From an optimization exercise on the open Yosys and OpenROAD flow, aimed at small area, a short achievable clock period and few clock cycles per item; shortcuts taken in it are not production practice.
Function was checked by simulation only, so behaviour that the tests miss may differ from the original.

==> design/flow/design.v <==
module ydl_corr_cordic (
    input  wire        clk,
    input  wire        en,
    input  wire        in_dbl,
    input  wire [13:0] in_d,
    input  wire [20:0] in_z,
    output wire        out_dbl,
    output wire [20:0] out_z
);
    reg [3:0] sh;
    always @(*) begin
        casez (in_d)
            14'b1?????????????: sh = 4'd0;
            14'b01????????????: sh = 4'd1;
            14'b001???????????: sh = 4'd2;
            14'b0001??????????: sh = 4'd3;
            14'b00001?????????: sh = 4'd4;
            14'b000001????????: sh = 4'd5;
            14'b0000001???????: sh = 4'd6;
            14'b00000001??????: sh = 4'd7;
            14'b000000001?????: sh = 4'd8;
            14'b0000000001????: sh = 4'd9;
            14'b00000000001???: sh = 4'd9;
            14'b000000000001??: sh = 4'd9;
            14'b0000000000001?: sh = 4'd9;
            14'b00000000000001: sh = 4'd9;
            default: sh = 4'd9;
        endcase
    end
    wire        dz = (in_d == 14'd0);
    wire [13:0] dn = in_d << sh;
    reg  [18:0] k1, k2;
    always @(*) begin
        case ({dz, sh})
            5'd0: begin k1 = 19'd294; k2 = 19'd390; end
            5'd1: begin k1 = 19'd588; k2 = 19'd780; end
            5'd2: begin k1 = 19'd1176; k2 = 19'd1560; end
            5'd3: begin k1 = 19'd2352; k2 = 19'd3121; end
            5'd4: begin k1 = 19'd4705; k2 = 19'd6241; end
            5'd5: begin k1 = 19'd9409; k2 = 19'd12482; end
            5'd6: begin k1 = 19'd18819; k2 = 19'd24965; end
            5'd7: begin k1 = 19'd37638; k2 = 19'd49930; end
            5'd8: begin k1 = 19'd75275; k2 = 19'd99859; end
            5'd9: begin k1 = 19'd150550; k2 = 19'd199719; end
            default: begin k1 = 19'd156999; k2 = -19'sd118347; end
        endcase
    end
    wire [18:0] xn0 = {1'b0, dn, 4'd0} + k1;
    wire [18:0] yn0 = k2 - {1'b0, dn, 4'd0};
    wire [20:0] zn0 = in_z + (in_dbl ? 21'd431190 : 21'd215595);
    reg [18:0] x1; reg signed [18:0] y1; reg [20:0] z1; reg b1;
    always @(posedge clk) if (en) begin x1 <= xn0; y1 <= yn0; z1 <= zn0; b1 <= in_dbl; end
    wire n1 = y1[18];
    wire signed [23:0] ye1 = y1;
    wire signed [23:0] xe1 = {5'd0, x1};
    wire signed [23:0] xs1 = xe1 >>> 1;
    wire signed [23:0] ys1 = ye1 >>> 1;
    wire [23:0] yn1 = ye1 + (xs1 ^ {24{~n1}}) + {23'd0, ~n1};
    wire [23:0] xn1 = xe1 + (ys1 ^ {24{n1}}) + {23'd0, n1};
    wire [20:0] zn1 = z1 + (n1 ? (b1 ? 21'd1787646 : 21'd1942399) : (b1 ? 21'd309506 : 21'd154753));
    wire [18:0] x2 = xn1[18:0]; wire signed [18:0] y2 = yn1[18:0]; wire [20:0] z2 = zn1; wire b2 = b1;
    wire n2 = y2[18];
    wire signed [23:0] ye2 = y2;
    wire signed [23:0] xe2 = {5'd0, x2};
    wire signed [23:0] xs2 = xe2 >>> 2;
    wire signed [23:0] ys2 = ye2 >>> 2;
    wire [23:0] yn2 = ye2 + (xs2 ^ {24{~n2}}) + {23'd0, ~n2};
    wire [23:0] xn2 = xe2 + (ys2 ^ {24{n2}}) + {23'd0, n2};
    wire [20:0] zn2 = z2 + (n2 ? (b2 ? 21'd1933618 : 21'd2015385) : (b2 ? 21'd163534 : 21'd81767));
    wire [18:0] x3 = xn2[18:0]; wire signed [17:0] y3 = yn2[17:0]; wire [20:0] z3 = zn2; wire b3 = b2;
    wire n3 = y3[17];
    wire signed [23:0] ye3 = y3;
    wire signed [23:0] xe3 = {5'd0, x3};
    wire signed [23:0] xs3 = xe3 >>> 3;
    wire signed [23:0] ys3 = ye3 >>> 3;
    wire [23:0] yn3 = ye3 + (xs3 ^ {24{~n3}}) + {23'd0, ~n3};
    wire [23:0] xn3 = xe3 + (ys3 ^ {24{n3}}) + {23'd0, n3};
    wire [20:0] zn3 = z3 + (n3 ? (b3 ? 21'd2014140 : 21'd2055646) : (b3 ? 21'd83012 : 21'd41506));
    reg [18:0] x4; reg signed [16:0] y4; reg [20:0] z4; reg b4;
    always @(posedge clk) if (en) begin x4 <= xn3[18:0]; y4 <= yn3[16:0]; z4 <= zn3; b4 <= b3; end
    wire n4 = y4[16];
    wire signed [23:0] ye4 = y4;
    wire signed [23:0] xe4 = {5'd0, x4};
    wire signed [23:0] xs4 = xe4 >>> 4;
    wire signed [23:0] ys4 = ye4 >>> 4;
    wire [23:0] yn4 = ye4 + (xs4 ^ {24{~n4}}) + {23'd0, ~n4};
    wire [23:0] xn4 = xe4 + (ys4 ^ {24{n4}}) + {23'd0, n4};
    wire [20:0] zn4 = z4 + (n4 ? (b4 ? 21'd2055484 : 21'd2076318) : (b4 ? 21'd41668 : 21'd20834));
    wire [18:0] x5 = xn4[18:0]; wire signed [15:0] y5 = yn4[15:0]; wire [20:0] z5 = zn4; wire b5 = b4;
    wire n5 = y5[15];
    wire signed [23:0] ye5 = y5;
    wire signed [23:0] xe5 = {5'd0, x5};
    wire signed [23:0] xs5 = xe5 >>> 5;
    wire signed [23:0] ys5 = ye5 >>> 5;
    wire [23:0] yn5 = ye5 + (xs5 ^ {24{~n5}}) + {23'd0, ~n5};
    wire [23:0] xn5 = xe5 + (ys5 ^ {24{n5}}) + {23'd0, n5};
    wire [20:0] zn5 = z5 + (n5 ? (b5 ? 21'd2076298 : 21'd2086725) : (b5 ? 21'd20854 : 21'd10427));
    wire [18:0] x6 = xn5[18:0]; wire signed [14:0] y6 = yn5[14:0]; wire [20:0] z6 = zn5; wire b6 = b5;
    wire n6 = y6[14];
    wire signed [23:0] ye6 = y6;
    wire signed [23:0] xe6 = {5'd0, x6};
    wire signed [23:0] xs6 = xe6 >>> 6;
    wire signed [23:0] ys6 = ye6 >>> 6;
    wire [23:0] yn6 = ye6 + (xs6 ^ {24{~n6}}) + {23'd0, ~n6};
    wire [23:0] xn6 = xe6 + (ys6 ^ {24{n6}}) + {23'd0, n6};
    wire [20:0] zn6 = z6 + (n6 ? (b6 ? 21'd2086722 : 21'd2091937) : (b6 ? 21'd10430 : 21'd5215));
    wire [18:0] x7 = xn6[18:0]; wire signed [13:0] y7 = yn6[13:0]; wire [20:0] z7 = zn6; wire b7 = b6;
    wire n7 = y7[13];
    wire signed [23:0] ye7 = y7;
    wire signed [23:0] xe7 = {5'd0, x7};
    wire signed [23:0] xs7 = xe7 >>> 7;
    wire signed [23:0] ys7 = ye7 >>> 7;
    wire [23:0] yn7 = ye7 + (xs7 ^ {24{~n7}}) + {23'd0, ~n7};
    wire [23:0] xn7 = xe7;
    wire [20:0] zn7 = z7 + (n7 ? (b7 ? 21'd2091936 : 21'd2094544) : (b7 ? 21'd5216 : 21'd2608));
    reg [18:0] x8; reg signed [12:0] y8; reg [20:0] z8; reg b8;
    always @(posedge clk) if (en) begin x8 <= xn7[18:0]; y8 <= yn7[12:0]; z8 <= zn7; b8 <= b7; end
    wire n8 = y8[12];
    wire signed [23:0] ye8 = y8;
    wire signed [23:0] xe8 = {5'd0, x8};
    wire signed [23:0] xs8 = xe8 >>> 8;
    wire signed [23:0] ys8 = ye8 >>> 8;
    wire [23:0] yn8 = ye8 + (xs8 ^ {24{~n8}}) + {23'd0, ~n8};
    wire [23:0] xn8 = xe8;
    wire [20:0] zn8 = z8 + (n8 ? (b8 ? 21'd2094544 : 21'd2095848) : (b8 ? 21'd2608 : 21'd1304));
    wire [18:0] x9 = xn8[18:0]; wire signed [11:0] y9 = yn8[11:0]; wire [20:0] z9 = zn8; wire b9 = b8;
    wire n9 = y9[11];
    wire signed [23:0] ye9 = y9;
    wire signed [23:0] xe9 = {5'd0, x9};
    wire signed [23:0] xs9 = xe9 >>> 9;
    wire signed [23:0] ys9 = ye9 >>> 9;
    wire [23:0] yn9 = ye9 + (xs9 ^ {24{~n9}}) + {23'd0, ~n9};
    wire [23:0] xn9 = xe9;
    wire [20:0] zn9 = z9 + (n9 ? (b9 ? 21'd2095848 : 21'd2096500) : (b9 ? 21'd1304 : 21'd652));
    wire [18:0] x10 = xn9[18:0]; wire signed [10:0] y10 = yn9[10:0]; wire [20:0] z10 = zn9; wire b10 = b9;
    wire n10 = y10[10];
    wire signed [23:0] ye10 = y10;
    wire signed [23:0] xe10 = {5'd0, x10};
    wire signed [23:0] xs10 = xe10 >>> 10;
    wire signed [23:0] ys10 = ye10 >>> 10;
    wire [23:0] yn10 = ye10 + (xs10 ^ {24{~n10}}) + {23'd0, ~n10};
    wire [23:0] xn10 = xe10;
    wire [20:0] zn10 = z10 + (n10 ? (b10 ? 21'd2096500 : 21'd2096826) : (b10 ? 21'd652 : 21'd326));
    wire [18:0] x11 = xn10[18:0]; wire signed [9:0] y11 = yn10[9:0]; wire [20:0] z11 = zn10; wire b11 = b10;
    wire n11 = y11[9];
    wire signed [23:0] ye11 = y11;
    wire signed [23:0] xe11 = {5'd0, x11};
    wire signed [23:0] xs11 = xe11 >>> 11;
    wire signed [23:0] ys11 = ye11 >>> 11;
    wire [23:0] yn11 = ye11 + (xs11 ^ {24{~n11}}) + {23'd0, ~n11};
    wire [23:0] xn11 = xe11;
    wire [20:0] zn11 = z11 + (n11 ? (b11 ? 21'd2096826 : 21'd2096989) : (b11 ? 21'd326 : 21'd163));
    reg [18:0] x12; reg signed [8:0] y12; reg [20:0] z12; reg b12;
    always @(posedge clk) if (en) begin x12 <= xn11[18:0]; y12 <= yn11[8:0]; z12 <= zn11; b12 <= b11; end
    wire n12 = y12[8];
    wire signed [23:0] ye12 = y12;
    wire signed [23:0] xe12 = {5'd0, x12};
    wire signed [23:0] xs12 = xe12 >>> 12;
    wire signed [23:0] ys12 = ye12 >>> 12;
    wire [23:0] yn12 = ye12 + (xs12 ^ {24{~n12}}) + {23'd0, ~n12};
    wire [23:0] xn12 = xe12;
    wire [20:0] zn12 = z12 + (n12 ? (b12 ? 21'd2096990 : 21'd2097071) : (b12 ? 21'd162 : 21'd81));
    wire [18:0] x13 = xn12[18:0]; wire signed [7:0] y13 = yn12[7:0]; wire [20:0] z13 = zn12; wire b13 = b12;
    wire n13 = y13[7];
    wire signed [23:0] ye13 = y13;
    wire signed [23:0] xe13 = {5'd0, x13};
    wire signed [23:0] xs13 = xe13 >>> 13;
    wire signed [23:0] ys13 = ye13 >>> 13;
    wire [23:0] yn13 = ye13 + (xs13 ^ {24{~n13}}) + {23'd0, ~n13};
    wire [23:0] xn13 = xe13;
    wire [20:0] zn13 = z13 + (n13 ? (b13 ? 21'd2097070 : 21'd2097111) : (b13 ? 21'd82 : 21'd41));
    wire [18:0] x14 = xn13[18:0]; wire signed [6:0] y14 = yn13[6:0]; wire [20:0] z14 = zn13; wire b14 = b13;
    wire n14 = y14[6];
    wire signed [23:0] ye14 = y14;
    wire signed [23:0] xe14 = {5'd0, x14};
    wire signed [23:0] xs14 = xe14 >>> 14;
    wire signed [23:0] ys14 = ye14 >>> 14;
    wire [23:0] yn14 = ye14 + (xs14 ^ {24{~n14}}) + {23'd0, ~n14};
    wire [23:0] xn14 = xe14;
    wire [20:0] zn14 = z14 + (n14 ? (b14 ? 21'd2097112 : 21'd2097132) : (b14 ? 21'd40 : 21'd20));
    reg [18:0] x15; reg signed [5:0] y15; reg [20:0] z15; reg b15;
    always @(posedge clk) if (en) begin x15 <= xn14[18:0]; y15 <= yn14[5:0]; z15 <= zn14; b15 <= b14; end
    wire n15 = y15[5];
    wire [20:0] zo = n15 ? z15 - (b15 ? 21'd20 : 21'd10) : z15 + (b15 ? 21'd20 : 21'd10);
    assign out_z = zo;
    assign out_dbl = b15;
endmodule
module ydl_angle_engine (
    input  wire        clk,
    input  wire        rst,
    input  wire        hdr_valid,
    output wire        hdr_ready,
    input  wire [15:0] hdr_start_code,
    input  wire [15:0] hdr_end_code,
    input  wire [7:0]  hdr_count,
    input  wire [13:0] hdr_dist_first,
    input  wire [13:0] hdr_dist_last,
    input  wire        smp_valid,
    output wire        smp_ready,
    input  wire [23:0] smp_raw,
    output wire        out_valid,
    input  wire        out_ready,
    output reg  [15:0] out_angle,
    output reg  [13:0] out_dist,
    output reg  [9:0]  out_intensity,
    output reg         out_last
);
    localparam integer LAT = 5;      
    localparam [2:0] W_IDLE = 3'd0,   
                     W_S0   = 3'd1,   
                     W_S1   = 3'd2,   
                     W_WT   = 3'd3,   
                     W_DIV  = 3'd4,   
                     W_DONE = 3'd5;   
    reg        out_v, skid_v;
    reg [15:0] sk_angle;
    reg [13:0] sk_dist;
    reg [9:0]  sk_int;
    reg        sk_last;
    wire       en = ~skid_v;
    assign out_valid = out_v;
    reg  [2:0]  w_st;
    reg  [3:0]  w_cnt;
    reg  [20:0] w_s, w_e, w_f;
    reg  [25:0] w_q;
    reg  [7:0]  w_r;
    reg         p_v;
    reg  [20:0] p_s, p_e, p_f;
    reg  [7:0]  p_n;
    reg  [25:0] p_step;
    reg         e_act, e_first;
    reg  [7:0]  e_rem;
    reg  [20:0] e_s, e_e;
    reg  [25:0] e_acc, e_step;
    wire        w_big = (hdr_count > 8'd2);
    wire        w_bub = w_big & ((w_st == W_S0) | (w_st == W_S1));
    assign hdr_ready = (w_st == W_DONE) & ~p_v;
    assign smp_ready = en & e_act & ~w_bub;
    wire        hdr_take = hdr_valid & hdr_ready;
    wire        smp_take = smp_valid & smp_ready;
    wire        e_last = (e_rem == 8'd1);
    wire        e_done = smp_take & e_last;
    wire        p_to_e = p_v & (~e_act | e_done);
    wire [14:0] cv_code = (w_st == W_S0) ? hdr_start_code[15:1] : hdr_end_code[15:1];
    wire [21:0] cv_m    = cv_code * 22'd91;
    wire [20:0] cv      = cv_m[20:0] + {11'd0, cv_m[21:12]} + 21'd23;
    wire [9:0]  smp_int  = smp_raw[9:0];
    wire [13:0] smp_dist = smp_raw[23:10];
    wire [25:0] acc_n = e_acc + e_step;
    reg         r0_v, r0_dbl, r0_last;
    reg  [1:0]  r0_kind;            
    reg  [13:0] r0_d;
    reg  [9:0]  r0_int;
    reg  [20:0] r0_z;
    always @(posedge clk) begin
        if (rst)
            r0_v <= 1'b0;
        else if (en)
            r0_v <= w_bub | smp_take;
    end
    always @(posedge clk) begin
        if (en) begin
            if (w_bub) begin
                r0_kind <= (w_st == W_S0) ? 2'd1 : 2'd2;
                r0_dbl  <= 1'b0;
                r0_d    <= (w_st == W_S0) ? hdr_dist_first : hdr_dist_last;
                r0_z    <= cv;
                r0_last <= 1'b0;
                r0_int  <= 10'd0;
            end else begin
                r0_kind <= 2'd0;
                r0_dbl  <= e_first ^ e_last;    
                r0_d    <= smp_dist;
                r0_int  <= smp_int;
                r0_last <= e_last;
                r0_z    <= e_first ? e_s : (e_last ? e_e : acc_n[25:5]);
            end
        end
    end
    wire [20:0] c_z;
    wire        c_dbl;
    ydl_corr_cordic u_corr (
        .clk    (clk),
        .en     (en),
        .in_dbl (r0_dbl),
        .in_d   (r0_d),
        .in_z   (r0_z),
        .out_dbl(c_dbl),
        .out_z  (c_z)
    );
    reg         pl_v    [1:LAT];
    reg  [1:0]  pl_kind [1:LAT];
    reg  [13:0] pl_d    [1:LAT];
    reg  [9:0]  pl_int  [1:LAT];
    reg         pl_last [1:LAT];
    integer k;
    always @(posedge clk) begin
        if (rst) begin
            for (k = 1; k <= LAT; k = k + 1)
                pl_v[k] <= 1'b0;
        end else if (en) begin
            pl_v[1] <= r0_v;
            for (k = 2; k <= LAT; k = k + 1)
                pl_v[k] <= pl_v[k-1];
        end
    end
    always @(posedge clk) begin
        if (en) begin
            pl_kind[1] <= r0_kind;
            pl_d[1]    <= r0_d;
            pl_int[1]  <= r0_int;
            pl_last[1] <= r0_last;
            for (k = 2; k <= LAT; k = k + 1) begin
                pl_kind[k] <= pl_kind[k-1];
                pl_d[k]    <= pl_d[k-1];
                pl_int[k]  <= pl_int[k-1];
                pl_last[k] <= pl_last[k-1];
            end
        end
    end
    wire        x_v    = pl_v[LAT];
    wire [1:0]  x_kind = pl_kind[LAT];
    wire        res_v  = x_v & (x_kind == 2'd0);
    wire [26:0] ang_m   = {6'd0, c_z} * 27'd45;
    wire [15:0] res_ang = ang_m[26:11];
    always @(posedge clk) begin
        if (rst) begin
            out_v  <= 1'b0;
            skid_v <= 1'b0;
        end else if (skid_v) begin
            if (out_ready)
                skid_v <= 1'b0;
        end else if (~out_v | out_ready) begin
            out_v <= res_v;
        end else if (res_v) begin
            skid_v <= 1'b1;
        end
    end
    always @(posedge clk) begin
        if (skid_v) begin
            if (out_ready) begin
                out_angle     <= sk_angle;
                out_dist      <= sk_dist;
                out_intensity <= sk_int;
                out_last      <= sk_last;
            end
        end else if (~out_v | out_ready) begin
            if (res_v) begin
                out_angle     <= res_ang;
                out_dist      <= pl_d[LAT];
                out_intensity <= pl_int[LAT];
                out_last      <= pl_last[LAT];
            end
        end else if (res_v) begin
            sk_angle <= res_ang;
            sk_dist  <= pl_d[LAT];
            sk_int   <= pl_int[LAT];
            sk_last  <= pl_last[LAT];
        end
    end
    wire [8:0] dv   = {1'b0, hdr_count - 8'd1};
    wire [8:0] r2a  = {w_r, w_q[25]};
    wire       gea  = (r2a >= dv);
    wire [7:0] ra   = gea ? r2a[7:0] - dv[7:0] : r2a[7:0];
    wire [8:0] r2b  = {ra, w_q[24]};
    wire       geb  = (r2b >= dv);
    wire [7:0] rb   = geb ? r2b[7:0] - dv[7:0] : r2b[7:0];
    wire       xb_en = en & x_v;
    wire [20:0] span = c_z - w_f;
    always @(posedge clk) begin
        if (rst) begin
            w_st <= W_IDLE;
        end else begin
            case (w_st)
                W_IDLE: if (hdr_valid) w_st <= W_S0;
                W_S0: if (~w_big | en) begin
                    w_s  <= cv;
                    w_st <= W_S1;
                end
                W_S1: if (~w_big | en) begin
                    w_e  <= cv;
                    w_st <= w_big ? W_WT : W_DONE;
                end
                W_WT: if (xb_en) begin
                    if (x_kind == 2'd1)
                        w_f <= c_z;
                    if (x_kind == 2'd2) begin
                        w_q   <= {span, 5'd0};
                        w_r   <= 8'd0;
                        w_cnt <= 4'd0;
                        w_st  <= W_DIV;
                    end
                end
                W_DIV: begin
                    w_q   <= {w_q[23:0], gea, geb};
                    w_r   <= rb;
                    w_cnt <= w_cnt + 4'd1;
                    if (w_cnt == 4'd12)
                        w_st <= W_DONE;
                end
                W_DONE: if (hdr_take) w_st <= W_IDLE;
                default: w_st <= W_IDLE;
            endcase
        end
    end
    always @(posedge clk) begin
        if (rst)
            p_v <= 1'b0;
        else if (hdr_take)
            p_v <= 1'b1;
        else if (p_to_e)
            p_v <= 1'b0;
    end
    always @(posedge clk) begin
        if (hdr_take) begin
            p_s    <= w_s;
            p_e    <= w_e;
            p_f    <= w_f;
            p_n    <= hdr_count;
            p_step <= w_q;
        end
    end
    always @(posedge clk) begin
        if (rst) begin
            e_act <= 1'b0;
        end else if (p_to_e) begin
            e_act <= 1'b1;
        end else if (e_done) begin
            e_act <= 1'b0;
        end
    end
    always @(posedge clk) begin
        if (p_to_e) begin
            e_first <= 1'b1;
            e_rem   <= p_n;
            e_s     <= p_s;
            e_e     <= p_e;
            e_acc   <= {p_f, 5'd0};
            e_step  <= p_step;
        end else if (smp_take) begin
            e_first <= 1'b0;
            e_rem   <= e_rem - 8'd1;
            if (~e_first & ~e_last)
                e_acc <= acc_n;
        end
    end
endmodule
==> design/flow/run.sh <==
#!/bin/bash
# synth_recipe.tcl (not shown) runs the flow's synth.tcl, then flattens the netlist and writes it again
# the make line also repeats each setting of config.mk as NAME=value (left out here)
make -C /OpenROAD-flow-scripts/flow DESIGN_CONFIG=/design/flow/config.mk WORK_HOME=/design/flow/orfs CLKGATE_MAP_FILE= SYNTH_SCRIPT=/design/flow/synth_recipe.tcl finish
==> design/flow/config.mk <==
export PLATFORM = sky130hd
export DESIGN_NAME = ydl_angle_engine
export DESIGN_NICKNAME = ydl_angle_engine
export VERILOG_FILES = /design/flow/design.v
export SDC_FILE = /design/flow/constraint.sdc
export NUM_CORES = 4
export LEC_CHECK = 0
export CAP_MARGIN = 20
export CORE_MARGIN = 2
export CORE_UTILIZATION = 40
export SLEW_MARGIN = 20
==> design/flow/constraint.sdc <==
create_clock -name core_clock -period 12.0 [get_ports {clk}]
set_input_delay 2.4000 -clock core_clock [delete_from_list [all_inputs] [get_ports {clk}]]
set_output_delay 2.4000 -clock core_clock [all_outputs]
set_load 0.01 [all_outputs]
==> impl_metrics.csv <==
group,metric,value,unit
status,status,"timing/DRC/antenna clean",
place,gp_congestion,0.856,
worst_hold_path,whs_endpoint,"p_e[5]",
timing,slew_headroom,24.9,%
floorplanning,die_x,383,um
floorplanning,die_height,383,um
worst_hold_path,min_from,"w_e[5]",
logic_synthesis,netlist.area_leader.share,41.0,%
logic_synthesis,synth_most_common_cell,"edfxtp_1",
logic_synthesis,synth.distinct_cells,84,
setup_path,critPathSlowestCell,"or4b_4",
logic_synthesis,synth-seq-cells,805,
clock_tree,cts_buffer_depth,3,
final_layout,final_area,64600,um^2
logic_synthesis,syn_nets,6128,
timing,clock-skew-final,60.0,ps
floorplanning,io_pins,141,
logic_synthesis,syn-cell-area,57500,um^2
route,drc_errors,0,
grt,grt_overflow,0,
logic_synthesis,yosys.area.top_type,"edfxtp_1",
logic_synthesis,synth_xor_area_share,10.1,%
place,portBuffers,138,
final_layout,nFillCells,13200,
logic_synthesis,synth.area.top_cells,"edfxtp_1, ha_1, fa_1",
route,via_count,37500,
route,wire_per_inst,15.9,um
floorplanning,coreArea,143000,um^2
route,drt_iter0_markers,1945,
logic_synthesis,synth-main-ff-cell,"edfxtp_1",
logic_synthesis,synth_edf_count,786,
timing,maxSlewViolCount,0,
clock_tree,cts_tree,"built",
grt,grt_pass1_vias,37100,
logic_synthesis,synth_mux_area_share,1.95,%
setup_path,arrival,11690,ps
timing,finalCriticalPeriod,11270,ps
setup_path,startpoint_type,"register",
logic_synthesis,ys_top_cells_by_count,"edfxtp_1, ha_1, inv_1",
final_layout,fin_nets,6327,
setup_path,reg2reg_depth,50,
final_layout,multi_input_area,31500,um^2
route,via_per_inst,5.08,
worst_hold_path,whs_path_depth,0,
grt,grt_start_max_net_pins,186,
clock_tree,clock_sinks,805,
logic_synthesis,async_reset_ff_share,0,%
logic_synthesis,synthSimpleGateAreaFrac,9.10,%
worst_hold_path,hold_path_class,"register to register",
timing,period_share,93.9,%
grt,grt_use_total,15.9,%
logic_synthesis,yosysWarnings,7,
final_layout,layout-drive-gt1-share,6.21,%
flow_run,drv_cap,0,
route,ant_nets,0,
setup_path,critPathRequiredTime,12420,ps
logic_synthesis,synth_compound_area_share,12.2,%
setup_path,r2r_slack,730,ps
timing,finalSetupTns,0,ps
grt,antenna_found_initial,2,
setup_path,criticalPathCategory,"register to register",
floorplanning,die_area,147000,um^2
place,dp_slack,214,ps
final_layout,syn_to_final_growth,12.3,%
clock_tree,cts.clk_slew.worst_paths,60,ps
final_layout,diodes,0,
floorplanning,placementRows,139,
timing,fmax,88.7,MHz
clock_tree,insertion_delay,700,ps
place,dp_hpwl,91200,um
route,detail_route.wirelength,117000,um
timing,hold_viol,0,
setup_path,cp_common_cell,"o21bai_1",
clock_tree,ctsHoldBuffers,0,
clock_tree,cts_buffers,88,
floorplanning,start_util,40.2,%
place,place_area,61500,um^2
timing,tightestPinTransition,1120,ps
setup_path,r2r_start,"u_corr.y4[16]",
logic_synthesis,yosysSeqAreaShare,41.7,%
logic_synthesis,syn_inst,5201,
route,firstDrtPassIters,5,
setup_path,path_max_fanout,18,
grt,grt_first_pass_wirelength,190000,um
logic_synthesis,synth_fa_ha_area_share,21.0,%
final_layout,seqCellArea,24000,um^2
timing,setup_viol,0,
clock_tree,root_buffer,"clkbuf_16",
timing,setup_ws,731,ps
clock_tree,htree_levels,3,
setup_path,cp-end-kind,"register",
setup_path,critical_path.max_stage_delay,560,ps
logic_synthesis,synth_top_family_by_area,"adder cells",
logic_synthesis,syn-mean-instance-area,11.1,um^2
timing,hold_ws,400,ps
setup_path,r2r_end,"u_corr.z8[19]",
==> state kept, by name (all words and copies together) (netlist names), 26 cells and up <==
name,cells
pl_int,50
w_q,26
e_step,26
e_acc,26
p_step,26
pl_d,70
==> per-layer routing <==
| layer | GRT usage [%] | vias up | share of wire (%) | wire [um] |
|---|---|---|---|---|
| met2 | 26.7 | 553 | 47 | 55300 |
| met5 | 0 | - | 0 | 0 |
| li1 | - | 18900 | - | - |
| met1 | 21.6 | 17900 | 47 | 55500 |
| met3 | 2.15 | 137 | 3.4 | 4040 |
| met4 | 3.73 | 0 | 2.0 | 2350 |
==> critical path: cells and delay by family, from the launching register on <==
| family | cells | cell delay (ps) |
|---|---|---|
| AOI/OAI and AO/OA | 23 | 4010 |
| adders and majority gates | 8 | 3260 |
| and+or+nand+nor | 5 | 1230 |
| buffers and inverters | 8 | 1090 |
| xor gates and xnor gates | 6 | 940 |
| DFF | 1 | 420 |
==> area by class of cell <==
type	count	share of cell area, %
Sequential cell	805	37.1
Clock buffer	104	3.52
Timing Repair Buffer	193	2.82
Inverter	510	2.98
Multi-Input combinational cell	3802	48.8
Tap cell	1903	3.68
Clock inverter	59	1.14
==> per-stage QoR <==
stage	std cells	utilization, %
2_1_floorplan	5201	-
3_5_place_dp	7204	42.9
5_1_grt	7376	45.1
6_report	7376	45.1
3_3_place_gp	7204	42.9
4_1_cts	7367	45.0
==> cell families after synthesis <==
group,Yosys count
DFF,805
and+or+nand+nor,1107
muxes,105
AOI/OAI and AO/OA,1104
xor gates and xnor gates,656
buffers and inverters,594
adders and majority gates,830
==> how the worst max path moves through the flow <==
stage | start | end | slack, ps | depth (start not counted)
after global placement | u_corr.y4[16] | u_corr.z8[19] | 380 | 51
after CTS | u_corr.y4[16] | u_corr.z8[19] | 130 | 52
after global routing | u_corr.y8[12] | u_corr.z12[19] | -40 | 48
final | u_corr.y4[16] | u_corr.z8[19] | 730 | 50
after floorplan | u_corr.y4[16] | u_corr.z8[19] | 80 | 54
after detailed placement | u_corr.y4[16] | u_corr.z8[19] | 210 | 52
==> what timing repair did <==
item                       in CTS  in global routing
buffers inserted                0                  9
resized for setup               0                 23
setup endpoints to repair       0                 13
hold endpoints to repair        0                  0
==> cells in the final DEF (no fill, tap or decap), drive strengths merged, types with 18 or more instances in the layout <==
cell           count
a211oi            29
a21boi            48
a21o             124
a21oi            332
a22o              23
a22oi             18
a31oi             18
and2              36
and3              42
buf               55
clkbuf           104
clkdlybuf4s50    138
clkinv            35
dfxtp             19
edfxtp           786
fa               228
ha               602
inv              515
mux2              57
mux2i             48
nand2            312
nand2b            46
nand3             66
nand4             22
nor2             340
nor2b             61
nor3              79
o211ai            20
o21a              71
o21ai            237
o21bai            62
o31ai             19
or2               19
or3               29
xnor2            482
xor2             172
Testbench counts, summed over its fixed seeds: cycles 60,414, items 56,574.

## separate check: timing with driven ports
The results above use ideal ports. As a check the final layout listed here was re-extracted and re-timed, cells and wires unchanged. Step 1: set_driving_cell puts a clkbuf_16 on clk and a buf_2 on each other input, an assumption about the parent block. Step 2 times the ports against the registers' clock, not the clock port: input delays grow and output delays shrink by t, the midpoint of the rising clock arrivals with the driver on. a / b / c = no drivers / after step 1 / after step 2; a / b = the first two.
shift t [ns]: 0.744
setup WS [ns]: 0.731 / 0.731 / 0.731
hold WS [ns]: 0.400 / 0.400 / 0.400
worst data-port slew with drivers (ns): 0.04
After both steps this run still meets setup and hold. For this run, drivers alone change the setup slack by 0.000 ns; drivers and shift together by 0.000 ns.
